Background: an optimization exercise with open tools, aiming at small area, a short achievable clock period and few clock cycles per item. Do not read the settings as production practice.
RTL that was checked went through simulation tests only; none was proved equivalent to the original.

==> maple <==
==> flow/design.v (excerpt) <==
module spuc_correlator (
    input  wire        clk,
    input  wire        rst,
    input  wire        in_valid,
    output reg         in_ready,
    input  wire [63:0] in_ref,
    input  wire [63:0] in_x,
    input  wire        in_neg,
    input  wire        in_last,
    output reg         out_valid,
    input  wire        out_ready,
    output reg  [63:0] out_corr,
    output reg         out_bit
);
==> module spuc_add, before the edit <==
module spuc_add #(parameter W = 8) (
    input  wire [W-1:0] a,
    input  wire [W-1:0] b,
    input  wire         ci,
    output wire [W-1:0] s,
    output wire         co
);
    localparam L = $clog2(W + 1);
    wire [W:0] g0 = {a & b, ci};
    wire [W:0] p0 = {a ^ b, 1'b0};
    reg  [W:0] g, p;
    integer l, i;
    always @* begin
        g = g0;
        p = p0;
        for (l = 0; l < L; l = l + 1)
            for (i = 0; i <= W; i = i + 1)
                if (i[l] && (((i >> l) << l) >= 1)) begin
                    g[i] = g[i] | (p[i] & g[((i >> l) << l) - 1]);
                    p[i] = p[i] & p[((i >> l) << l) - 1];
                end
    end
    assign s  = p0[W:1] ^ g[W-1:0];
    assign co = g[W];
endmodule
==> module spuc_addbk, before the edit <==
module spuc_addbk #(parameter W = 8) (
    input  wire [W-1:0] a,
    input  wire [W-1:0] b,
    input  wire         ci,
    output wire [W-1:0] s,
    output wire         co
);
    localparam N = W + 1;
    localparam L = $clog2(N);
    wire [W:0] g0 = {a & b, ci};
    wire [W:0] p0 = {a ^ b, 1'b0};
    reg  [W:0] g, p;
    integer l, i;
    always @* begin
        g = g0;
        p = p0;
        for (l = 0; l < L; l = l + 1)
            for (i = 0; i < N; i = i + 1)
                if (((i + 1) % (2 << l)) == 0) begin
                    g[i] = g[i] | (p[i] & g[i - (1 << l)]);
                    p[i] = p[i] & p[i - (1 << l)];
                end
        for (l = L - 2; l >= 0; l = l - 1)
            for (i = 0; i < N; i = i + 1)
                if (((i + 1) % (2 << l)) == (1 << l) && i >= (2 << l)) begin
                    g[i] = g[i] | (p[i] & g[i - (1 << l)]);
                    p[i] = p[i] & p[i - (1 << l)];
                end
    end
    assign s  = p0[W:1] ^ g[W-1:0];
    assign co = g[W];
endmodule
==> module spuc_correlator, before the edit <==
module spuc_correlator (
    input  wire        clk,
    input  wire        rst,
    input  wire        in_valid,
    output reg         in_ready,
    input  wire [63:0] in_ref,
    input  wire [63:0] in_x,
    input  wire        in_neg,
    input  wire        in_last,
    output reg         out_valid,
    input  wire        out_ready,
    output reg  [63:0] out_corr,
    output reg         out_bit
);
    wire accept = in_valid && in_ready;
    wire take   = out_valid && out_ready;
    reg        s0_v, s0_last;
    reg [63:0] s0_a, s0_b;
    always @(posedge clk) begin
        s0_a    <= in_ref;
        s0_b    <= {in_x[63] ^ in_neg, in_x[62:0]};
        s0_last <= in_last;
        s0_v    <= accept && !rst;
    end
    wire [105:0] m_prod;
    wire         m_sy, m_uf, m_st0, m_ovf0, m_ovf1;
    wire [1:0]   m_cls;
    wire [6:0]   m_l0;
    wire [10:0]  m_ef;
    spuc_fmul_a u_mula (.a(s0_a), .b(s0_b), .prod(m_prod), .sy(m_sy), .cls(m_cls),
                        .uf(m_uf), .l0(m_l0), .st0(m_st0), .ef(m_ef),
                        .ovf0(m_ovf0), .ovf1(m_ovf1));
    wire [63:0] prod;
    spuc_fmul_b u_mulb (.prod(m_prod), .sy(m_sy & s0_v), .cls(s0_v ? m_cls : 2'd1),
                        .uf(m_uf), .l0(m_l0), .st0(m_st0), .ef(m_ef),
                        .ovf0(m_ovf0), .ovf1(m_ovf1), .y(prod));
    reg        s1_v, s1_last;
    reg [63:0] s1_p;
    always @(posedge clk) begin
        s1_p    <= prod;
        s1_last <= s0_last;
        s1_v    <= s0_v && !rst;
    end
    reg  [63:0] acc;
    reg         fresh, done;
    wire [63:0] sum;
    spuc_fadd u_add (.a(acc), .b(s1_p), .y(sum));
    wire [63:0] first = (s1_p[62:0] == 63'd0) ? 64'd0 : s1_p;
    wire move = done && !out_valid;
    wire acc_nan = (&acc[62:52]) && (acc[51:0] != 0);
    wire acc_gt0 = !acc[63] && (acc[62:0] != 0) && !acc_nan;
    always @(posedge clk) begin
        acc <= (s1_v && fresh) ? first : sum;
        if (move) begin
            out_corr <= acc;
            out_bit  <= acc_gt0;
        end
        if (rst) begin
            fresh     <= 1'b1;
            done      <= 1'b0;
            out_valid <= 1'b0;
        end else begin
            if (s1_v)
                fresh <= s1_last;
            if (s1_v && s1_last)
                done <= 1'b1;
            else if (move)
                done <= 1'b0;
            out_valid <= move || (out_valid && !out_ready);
        end
    end
    reg  [1:0] nres;
    wire [1:0] nres_next = nres + {1'b0, accept && in_last} - {1'b0, take};
    always @(posedge clk) begin
        if (rst) begin
            nres     <= 2'd0;
            in_ready <= 1'b1;
        end else begin
            nres     <= nres_next;
            in_ready <= (nres_next != 2'd2);
        end
    end
endmodule
==> module spuc_fmul_b, before the edit <==
module spuc_fmul_b (
    input  wire [105:0] prod,
    input  wire         sy,
    input  wire [1:0]   cls,
    input  wire         uf,
    input  wire [6:0]   l0,
    input  wire         st0,
    input  wire [10:0]  ef,
    input  wire         ovf0,
    input  wire         ovf1,
    output reg  [63:0]  y
);
    localparam [63:0] QNAN = 64'h7FF8000000000000;
    wire [106:0] pw  = {prod, 1'b0} >> l0;
    wire [54:0]  w   = pw[54:0];
    wire         sh1 = !uf & w[54];
    wire [52:0]  mant = sh1 ? w[54:2] : w[53:1];
    wire         g    = sh1 ? w[1] : w[0];
    wire         st   = st0 | (sh1 & w[0]);
    wire         rnd  = g & (st | mant[0]);
    wire         ovf  = !uf & (sh1 ? ovf1 : ovf0);
    wire [10:0]  e1   = ef + {10'd0, sh1};
    wire [62:0]  pk   = uf ? {10'd0, mant} : {e1, mant[51:0]};
    wire [62:0]  res;
    wire         res_co;
    spuc_add #(63) u_rnd (.a(pk), .b(63'd0), .ci(rnd), .s(res), .co(res_co));
    always @* begin
        if (cls == 2'd3)
            y = QNAN;
        else if (cls == 2'd2)
            y = {sy, 11'h7FF, 52'd0};
        else if (cls == 2'd1)
            y = {sy, 63'd0};
        else if (ovf)
            y = {sy, 11'h7FF, 52'd0};
        else
            y = {sy, res};
    end
endmodule
==> module spuc_fadd, before the edit <==
module spuc_fadd (
    input  wire [63:0] a,
    input  wire [63:0] b,
    output reg  [63:0] y
);
    localparam [63:0] QNAN = 64'h7FF8000000000000;
    wire a_nan = (&a[62:52]) && (a[51:0] != 0);
    wire b_nan = (&b[62:52]) && (b[51:0] != 0);
    wire a_inf = (&a[62:52]) && (a[51:0] == 0);
    wire b_inf = (&b[62:52]) && (b[51:0] == 0);
    wire [62:0] cmp_s;
    wire        a_ge_b;
    spuc_add #(63) u_cmp (.a(a[62:0]), .b(~b[62:0]), .ci(1'b1), .s(cmp_s), .co(a_ge_b));
    wire        swap = !a_ge_b;
    wire [63:0] p    = swap ? b : a;
    wire [63:0] q    = swap ? a : b;
    wire        sp = p[63];
    wire        pz = (p[62:52] == 11'd0);
    wire        qz = (q[62:52] == 11'd0);
    wire [10:0] ep = pz ? 11'd1 : p[62:52];
    wire        sub = a[63] ^ b[63];
    wire [10:0] xa  = (a[62:52] == 11'd0) ? 11'd1 : a[62:52];
    wire [10:0] xb  = (b[62:52] == 11'd0) ? 11'd1 : b[62:52];
    wire [10:0] dab = xa - xb;
    wire [10:0] dba = xb - xa;
    wire [10:0] d   = swap ? dba : dab;
    wire [5:0]  dc  = (d[10:6] != 5'd0) ? 6'd63 : d[5:0];
    reg  [56:0] qal;
    integer k;
    always @* begin
        qal = {1'b0, !qz, q[51:0], 3'b000};
        for (k = 0; k < 6; k = k + 1)
            if (dc[k])
                qal = (qal >> (1 << k)) | {56'd0, |(qal & ((57'd1 << (1 << k)) - 57'd1))};
    end
    wire [56:0] pal = {1'b0, !pz, p[51:0], 3'b000};
    wire [56:0] sum;
    wire        sum_co;
    spuc_add #(57) u_sum (.a(pal), .b(qal ^ {57{sub}}), .ci(sub), .s(sum), .co(sum_co));
    wire [6:0]  lz;
    spuc_lzc64 u_lz (.x({sum, 7'd0}), .n(lz));
    wire        lim = ({4'd0, lz} > ep);           
    wire [5:0]  sh  = lim ? ep[5:0] : lz[5:0];
    wire [56:0] sn  = sum << sh;
    wire [10:0] ep_p1 = ep + 11'd1;
    wire [10:0] fld = lim ? 11'd0 : ep_p1 - {4'd0, lz};
    wire [52:0] mant = sn[56:4];
    wire        g    = sn[3];
    wire        st   = |sn[2:0];
    wire        rnd  = g & (st | mant[0]);
    wire [62:0] res;
    wire        res_co;
    spuc_add #(63) u_rnd (.a({fld, mant[51:0]}), .b(63'd0), .ci(rnd), .s(res), .co(res_co));
    always @* begin
        if (a_nan || b_nan || (a_inf && b_inf && (a[63] != b[63])))
            y = QNAN;
        else if (a_inf)
            y = a;
        else if (b_inf)
            y = b;
        else if (sum == 57'd0)
            y = {sub ? 1'b0 : sp, 63'd0};
        else if (fld == 11'h7FF)
            y = {sp, 11'h7FF, 52'd0};
        else
            y = {sp, res};
    end
endmodule
==> flow/config.mk <==
export PLATFORM = sky130hd
export DESIGN_NAME = spuc_correlator
export DESIGN_NICKNAME = spuc_correlator
export VERILOG_FILES = /design/flow/design.v
export SDC_FILE = /design/flow/constraint.sdc
export NUM_CORES = 8
export LEC_CHECK = 0
export ABC_AREA = 1
export CAP_MARGIN = 20
export CORE_MARGIN = 2
export CORE_UTILIZATION = 35
export SLEW_MARGIN = 20
==> flow/constraint.sdc <==
create_clock -name core_clock -period 66.0 [get_ports {clk}]
set_input_delay 13.2000 -clock core_clock [delete_from_list [all_inputs] [get_ports {clk}]]
set_output_delay 13.2000 -clock core_clock [all_outputs]
set_load 0.01 [all_outputs]
standard.sh (not shown) runs the stock make flow with config.mk's settings and CLKGATE_MAP_FILE= SYNTH_SCRIPT=/design/flow/synth_recipe.tcl, a recipe that flattens the netlist after the stock synthesis.
==> flow/flow/run.sh <==
#!/bin/bash
# Standard synthesis and layout (the standard.sh, step by step), with two
# changes to how the layout is made; the clock, the constraints and all flow
# scripts are unchanged:
# - the port buffers that the placement step inserts are buf_4 cells;
# - the timing repair steps over-fix setup: they keep working on a path
#   until it has SETUP_SLACK_MARGIN ns of slack at the design's period.
# Each step's output goes to its own log file here.
set -euo pipefail
export SETUP_SLACK_MARGIN=51.6
export BUFFER_PORTS_ARGS="-buffer_cell sky130_fd_sc_hd__buf_4"
bash standard.sh synth > synth.log 2>&1
bash standard.sh floorplan > floorplan.log 2>&1
bash standard.sh place > place.log 2>&1
bash standard.sh cts > cts.log 2>&1
bash standard.sh route > route.log 2>&1
bash standard.sh finish > finish.log 2>&1
==> inputs of fjord, as changes to maple <==
--- a/flow/design.v
+++ b/flow/design.v
@@ -4546,13 +4546,13 @@
     input  wire [W-1:0] a,
     input  wire [W-1:0] b,
     input  wire         ci,
     output wire [W-1:0] s,
     output wire         co
 );
-    localparam L = $clog2(W + 1);
+    localparam L = 7;                    
     wire [W:0] g0 = {a & b, ci};
     wire [W:0] p0 = {a ^ b, 1'b0};
     reg  [W:0] g, p;
     integer l, i;
     always @* begin
         g = g0;
@@ -4612,13 +4612,13 @@
     input  wire [W-1:0] b,
     input  wire         ci,
     output wire [W-1:0] s,
     output wire         co
 );
     localparam N = W + 1;
-    localparam L = $clog2(N);
+    localparam L = 7;                    
     wire [W:0] g0 = {a & b, ci};
     wire [W:0] p0 = {a ^ b, 1'b0};
     reg  [W:0] g, p;
     integer l, i;
     always @* begin
         g = g0;
@@ -4689,28 +4689,30 @@
     wire [63:0] first = (s1_p[62:0] == 63'd0) ? 64'd0 : s1_p;
     wire move = done && !out_valid;
     wire acc_nan = (&acc[62:52]) && (acc[51:0] != 0);
     wire acc_gt0 = !acc[63] && (acc[62:0] != 0) && !acc_nan;
     always @(posedge clk) begin
         acc <= (s1_v && fresh) ? first : sum;
-        if (move) begin
-            out_corr <= acc;
-            out_bit  <= acc_gt0;
-        end
         if (rst) begin
+            out_corr  <= 64'd0;
+            out_bit   <= 1'b0;
             fresh     <= 1'b1;
             done      <= 1'b0;
             out_valid <= 1'b0;
         end else begin
             if (s1_v)
                 fresh <= s1_last;
             if (s1_v && s1_last)
                 done <= 1'b1;
             else if (move)
                 done <= 1'b0;
             out_valid <= move || (out_valid && !out_ready);
+            if (move) begin
+                out_corr <= acc;
+                out_bit  <= acc_gt0;
+            end
         end
     end
     reg  [1:0] nres;
     wire [1:0] nres_next = nres + {1'b0, accept && in_last} - {1'b0, take};
     always @(posedge clk) begin
         if (rst) begin
==> inputs of harbor, as changes to maple <==
--- a/flow/design.v
+++ b/flow/design.v
@@ -4444,13 +4444,12 @@
     input  wire         st0,
     input  wire [10:0]  ef,
     input  wire         ovf0,
     input  wire         ovf1,
     output reg  [63:0]  y
 );
-    localparam [63:0] QNAN = 64'h7FF8000000000000;
     wire [106:0] pw  = {prod, 1'b0} >> l0;
     wire [54:0]  w   = pw[54:0];
     wire         sh1 = !uf & w[54];
     wire [52:0]  mant = sh1 ? w[54:2] : w[53:1];
     wire         g    = sh1 ? w[1] : w[0];
     wire         st   = st0 | (sh1 & w[0]);
@@ -4458,31 +4457,27 @@
     wire         ovf  = !uf & (sh1 ? ovf1 : ovf0);
     wire [10:0]  e1   = ef + {10'd0, sh1};
     wire [62:0]  pk   = uf ? {10'd0, mant} : {e1, mant[51:0]};
     wire [62:0]  res;
     wire         res_co;
     spuc_add #(63) u_rnd (.a(pk), .b(63'd0), .ci(rnd), .s(res), .co(res_co));
+    wire r_nan  = (cls == 2'd3);
+    wire r_inf  = (cls == 2'd2) || (cls == 2'd0 && ovf);
+    wire r_zero = (cls == 2'd1);
     always @* begin
-        if (cls == 2'd3)
-            y = QNAN;
-        else if (cls == 2'd2)
-            y = {sy, 11'h7FF, 52'd0};
-        else if (cls == 2'd1)
-            y = {sy, 63'd0};
-        else if (ovf)
-            y = {sy, 11'h7FF, 52'd0};
-        else
-            y = {sy, res};
+        y[63]    = !r_nan && sy;
+        y[62:52] = (r_nan || r_inf) ? 11'h7FF : r_zero ? 11'd0 : res[62:52];
+        y[51]    = r_nan || (!r_inf && !r_zero && res[51]);
+        y[50:0]  = (r_nan || r_inf || r_zero) ? 51'd0 : res[50:0];
     end
 endmodule
 module spuc_fadd (
     input  wire [63:0] a,
     input  wire [63:0] b,
     output reg  [63:0] y
 );
-    localparam [63:0] QNAN = 64'h7FF8000000000000;
     wire a_nan = (&a[62:52]) && (a[51:0] != 0);
     wire b_nan = (&b[62:52]) && (b[51:0] != 0);
     wire a_inf = (&a[62:52]) && (a[51:0] == 0);
     wire b_inf = (&b[62:52]) && (b[51:0] == 0);
     wire [62:0] cmp_s;
     wire        a_ge_b;
@@ -4524,35 +4519,31 @@
     wire        g    = sn[3];
     wire        st   = |sn[2:0];
     wire        rnd  = g & (st | mant[0]);
     wire [62:0] res;
     wire        res_co;
     spuc_add #(63) u_rnd (.a({fld, mant[51:0]}), .b(63'd0), .ci(rnd), .s(res), .co(res_co));
+    wire r_nan  = a_nan || b_nan || (a_inf && b_inf && sub);
+    wire r_inf  = !r_nan && (a_inf || b_inf || fld == 11'h7FF);
+    wire r_zero = !a_inf && !b_inf && (a[62:0] == b[62:0]) && (sub || a[62:0] == 63'd0);
+    wire r_sign = a_inf ? a[63] : b_inf ? b[63] : sp;
     always @* begin
-        if (a_nan || b_nan || (a_inf && b_inf && (a[63] != b[63])))
-            y = QNAN;
-        else if (a_inf)
-            y = a;
-        else if (b_inf)
-            y = b;
-        else if (sum == 57'd0)
-            y = {sub ? 1'b0 : sp, 63'd0};
-        else if (fld == 11'h7FF)
-            y = {sp, 11'h7FF, 52'd0};
-        else
-            y = {sp, res};
+        y[63]    = !r_nan && r_sign && !(r_zero && sub);
+        y[62:52] = (r_nan || r_inf) ? 11'h7FF : r_zero ? 11'd0 : res[62:52];
+        y[51]    = r_nan || (!r_inf && !r_zero && res[51]);
+        y[50:0]  = (r_nan || r_inf || r_zero) ? 51'd0 : res[50:0];
     end
 endmodule
 module spuc_add #(parameter W = 8) (
     input  wire [W-1:0] a,
     input  wire [W-1:0] b,
     input  wire         ci,
     output wire [W-1:0] s,
     output wire         co
 );
-    localparam L = $clog2(W + 1);
+    localparam L = 7;                    
     wire [W:0] g0 = {a & b, ci};
     wire [W:0] p0 = {a ^ b, 1'b0};
     reg  [W:0] g, p;
     integer l, i;
     always @* begin
         g = g0;
@@ -4612,13 +4603,13 @@
     input  wire [W-1:0] b,
     input  wire         ci,
     output wire [W-1:0] s,
     output wire         co
 );
     localparam N = W + 1;
-    localparam L = $clog2(N);
+    localparam L = 7;                    
     wire [W:0] g0 = {a & b, ci};
     wire [W:0] p0 = {a ^ b, 1'b0};
     reg  [W:0] g, p;
     integer l, i;
     always @* begin
         g = g0;
@@ -4682,35 +4673,37 @@
         s1_last <= s0_last;
         s1_v    <= s0_v && !rst;
     end
     reg  [63:0] acc;
     reg         fresh, done;
     wire [63:0] sum;
-    spuc_fadd u_add (.a(acc), .b(s1_p), .y(sum));
-    wire [63:0] first = (s1_p[62:0] == 63'd0) ? 64'd0 : s1_p;
+    wire        start = s1_v && fresh;
+    spuc_fadd u_add (.a(acc & {64{!start}}), .b(s1_p), .y(sum));
     wire move = done && !out_valid;
     wire acc_nan = (&acc[62:52]) && (acc[51:0] != 0);
     wire acc_gt0 = !acc[63] && (acc[62:0] != 0) && !acc_nan;
     always @(posedge clk) begin
-        acc <= (s1_v && fresh) ? first : sum;
-        if (move) begin
-            out_corr <= acc;
-            out_bit  <= acc_gt0;
-        end
+        acc <= sum;
         if (rst) begin
+            out_corr  <= 64'd0;
+            out_bit   <= 1'b0;
             fresh     <= 1'b1;
             done      <= 1'b0;
             out_valid <= 1'b0;
         end else begin
             if (s1_v)
                 fresh <= s1_last;
             if (s1_v && s1_last)
                 done <= 1'b1;
             else if (move)
                 done <= 1'b0;
             out_valid <= move || (out_valid && !out_ready);
+            if (move) begin
+                out_corr <= acc;
+                out_bit  <= acc_gt0;
+            end
         end
     end
     reg  [1:0] nres;
     wire [1:0] nres_next = nres + {1'b0, accept && in_last} - {1'b0, take};
     always @(posedge clk) begin
         if (rst) begin
==> inputs of juniper, as changes to maple <==
--- a/flow/design.v
+++ b/flow/design.v
@@ -4372,13 +4372,13 @@
     wire t2802 = (t2596 & ns25) | (t2596 & pp26_52) | (ns25 & pp26_52);
     wire t2803 = pp26_53 ^ 1'b1;
     wire t2804 = pp26_53 & 1'b1;
     wire [105:0] r0 = {t2802, t2800, t2798, t2796, t2794, t2792, t2790, t2788, t2786, t2784, t2782, t2780, t2778, t2776, t2774, t2772, t2770, t2768, t2766, t2764, t2762, t2760, t2758, t2756, t2754, t2752, t2750, t2748, t2746, t2744, t2742, t2740, t2738, t2736, t2734, t2732, t2730, t2728, t2726, t2724, t2722, t2720, t2718, t2716, t2714, t2712, t2710, t2708, t2706, t2704, t2702, t2700, t2698, t2696, t2694, t2692, t2690, t2688, t2686, t2684, t2682, t2680, t2678, t2676, t2674, t2672, t2670, t2668, t2666, t2664, t2662, t2660, t2658, t2656, t2654, t2652, t2650, t2648, t2646, t2644, t2642, t2640, t2638, t2636, t2634, t2632, t2630, t2628, t2626, t2624, t2622, t2620, t2618, t2616, t2614, t2612, t2610, t2608, t2606, t2604, t2602, t2600, t2598, t2597, pp0_1, pp0_0};
     wire [105:0] r1 = {t2803, t2801, t2799, t2797, t2795, t2793, t2791, t2789, t2787, t2785, t2783, t2781, t2779, t2777, t2775, t2773, t2771, t2769, t2767, t2765, t2763, t2761, t2759, t2757, t2755, t2753, t2751, t2749, t2747, t2745, t2743, t2741, t2739, t2737, t2735, t2733, t2731, t2729, t2727, t2725, t2723, t2721, t2719, t2717, t2715, t2713, t2711, t2709, t2707, t2705, t2703, t2701, t2699, t2697, t2695, t2693, t2691, t2689, t2687, t2685, t2683, t2681, t2679, t2677, t2675, t2673, t2671, t2669, t2667, t2665, t2663, t2661, t2659, t2657, t2655, t2653, t2651, t2649, t2647, t2645, t2643, t2641, t2639, t2637, t2635, t2633, t2631, t2629, t2627, t2625, t2623, t2621, t2619, t2617, t2615, t2613, t2611, t2609, t2607, t2605, t2603, t2601, t2599, neg1, 1'b0, neg0};
     wire co;
-    spuc_addbk #(106) u_add (.a(r0), .b(r1), .ci(1'b0), .s(p), .co(co));
+    spuc_add #(106) u_add (.a(r0), .b(r1), .ci(1'b0), .s(p), .co(co));
 endmodule
 module spuc_fmul_a (
     input  wire [63:0]  a,
     input  wire [63:0]  b,
     output wire [105:0] prod,
     output wire         sy,
@@ -4604,44 +4604,12 @@
         end
     endgenerate
     assign v6 = v5[1] | v5[0];
     assign c6 = v5[1] ? {1'b0, c5[9:5]} : {1'b1, c5[4:0]};
     assign n  = v6 ? {1'b0, c6} : 7'd64;
 endmodule
-module spuc_addbk #(parameter W = 8) (
-    input  wire [W-1:0] a,
-    input  wire [W-1:0] b,
-    input  wire         ci,
-    output wire [W-1:0] s,
-    output wire         co
-);
-    localparam N = W + 1;
-    localparam L = $clog2(N);
-    wire [W:0] g0 = {a & b, ci};
-    wire [W:0] p0 = {a ^ b, 1'b0};
-    reg  [W:0] g, p;
-    integer l, i;
-    always @* begin
-        g = g0;
-        p = p0;
-        for (l = 0; l < L; l = l + 1)
-            for (i = 0; i < N; i = i + 1)
-                if (((i + 1) % (2 << l)) == 0) begin
-                    g[i] = g[i] | (p[i] & g[i - (1 << l)]);
-                    p[i] = p[i] & p[i - (1 << l)];
-                end
-        for (l = L - 2; l >= 0; l = l - 1)
-            for (i = 0; i < N; i = i + 1)
-                if (((i + 1) % (2 << l)) == (1 << l) && i >= (2 << l)) begin
-                    g[i] = g[i] | (p[i] & g[i - (1 << l)]);
-                    p[i] = p[i] & p[i - (1 << l)];
-                end
-    end
-    assign s  = p0[W:1] ^ g[W-1:0];
-    assign co = g[W];
-endmodule
 module spuc_correlator (
     input  wire        clk,
     input  wire        rst,
     input  wire        in_valid,
     output reg         in_ready,
     input  wire [63:0] in_ref,
==> flow/flow/run.sh (replaced) <==
#!/bin/bash
# Standard synthesis and layout (the standard.sh), with the timing repair
# steps asked to over-fix setup: the repair keeps working on paths until they
# have SETUP_SLACK_MARGIN ns of slack at the design's clock period. The
# clock, constraints and all flow scripts are unchanged.
set -euo pipefail
export SETUP_SLACK_MARGIN=51.5
bash standard.sh synth > synth.log 2>&1
bash standard.sh floorplan > floorplan.log 2>&1
bash standard.sh place > place.log 2>&1
bash standard.sh cts > cts.log 2>&1
bash standard.sh route > route.log 2>&1
bash standard.sh finish > finish.log 2>&1
==> results.txt <==
maple ran to the end with no violations. fjord completed without violations. harbor finished with timing, DRC and antenna clean. juniper completed without violations. Between harbor and fjord, the lower die area is in harbor (gap 0.59%, measured against fjord). Synthesized cell count: fjord > harbor > juniper > maple. Worst setup slack, highest first: fjord, harbor, juniper, maple. Of fjord and juniper, fjord has the higher wire length (gap 2.0%, measured against juniper). Of juniper and fjord, fjord has the higher register-to-register slack (gap 0.04 ns).
Testbench counts of harbor, summed over its fixed seeds: cycles 17,807, items 17,761.
Function not checked in maple, fjord and juniper: the RTL went through the layout flow alone.

-- static timing again, ports no longer ideal --
How much do the figures lean on ideal ports? The routed layouts below were timed once more, with nothing changed but the port constraints. Step 1 assumes that a clkbuf_16 drives the clock port and a buf_2 every other input. Step 2 moves the port delays by t, midway between the first and last clock arrival at a register: inputs arrive t later, outputs are due t later. That takes back most of the time a late clock gives input paths. Three values: no drivers, after step 1, after step 2; two values: the first two.
| run | shift t [ns] | setup slack, ns | hold slack, ns | slew at the worst register clock pin (ns) | worst data-port slew with drivers (ns) |
|---|---|---|---|---|---|
| maple | 0.825 | 51.340 / 51.244 / 51.663 | 0.324 / 0.324 / 0.324 | 0.08 / 0.08 | 0.32 |
| fjord | 0.826 | 51.583 / 51.493 / 51.240 | 0.329 / 0.329 / 0.329 | 0.07 / 0.07 | 0.09 |
| harbor | 0.790 | 51.521 / 51.422 / 51.497 | 0.339 / 0.339 / 0.339 | 0.08 / 0.08 | 0.09 |
| juniper | 0.834 | 51.346 / 51.244 / 51.194 | 0.327 / 0.327 / 0.327 | 0.08 / 0.08 | 0.12 |
After both steps setup and hold are still met in every run listed. For fjord, which loses most, drivers alone change the setup slack by -0.090 ns; drivers and shift together by -0.343 ns.
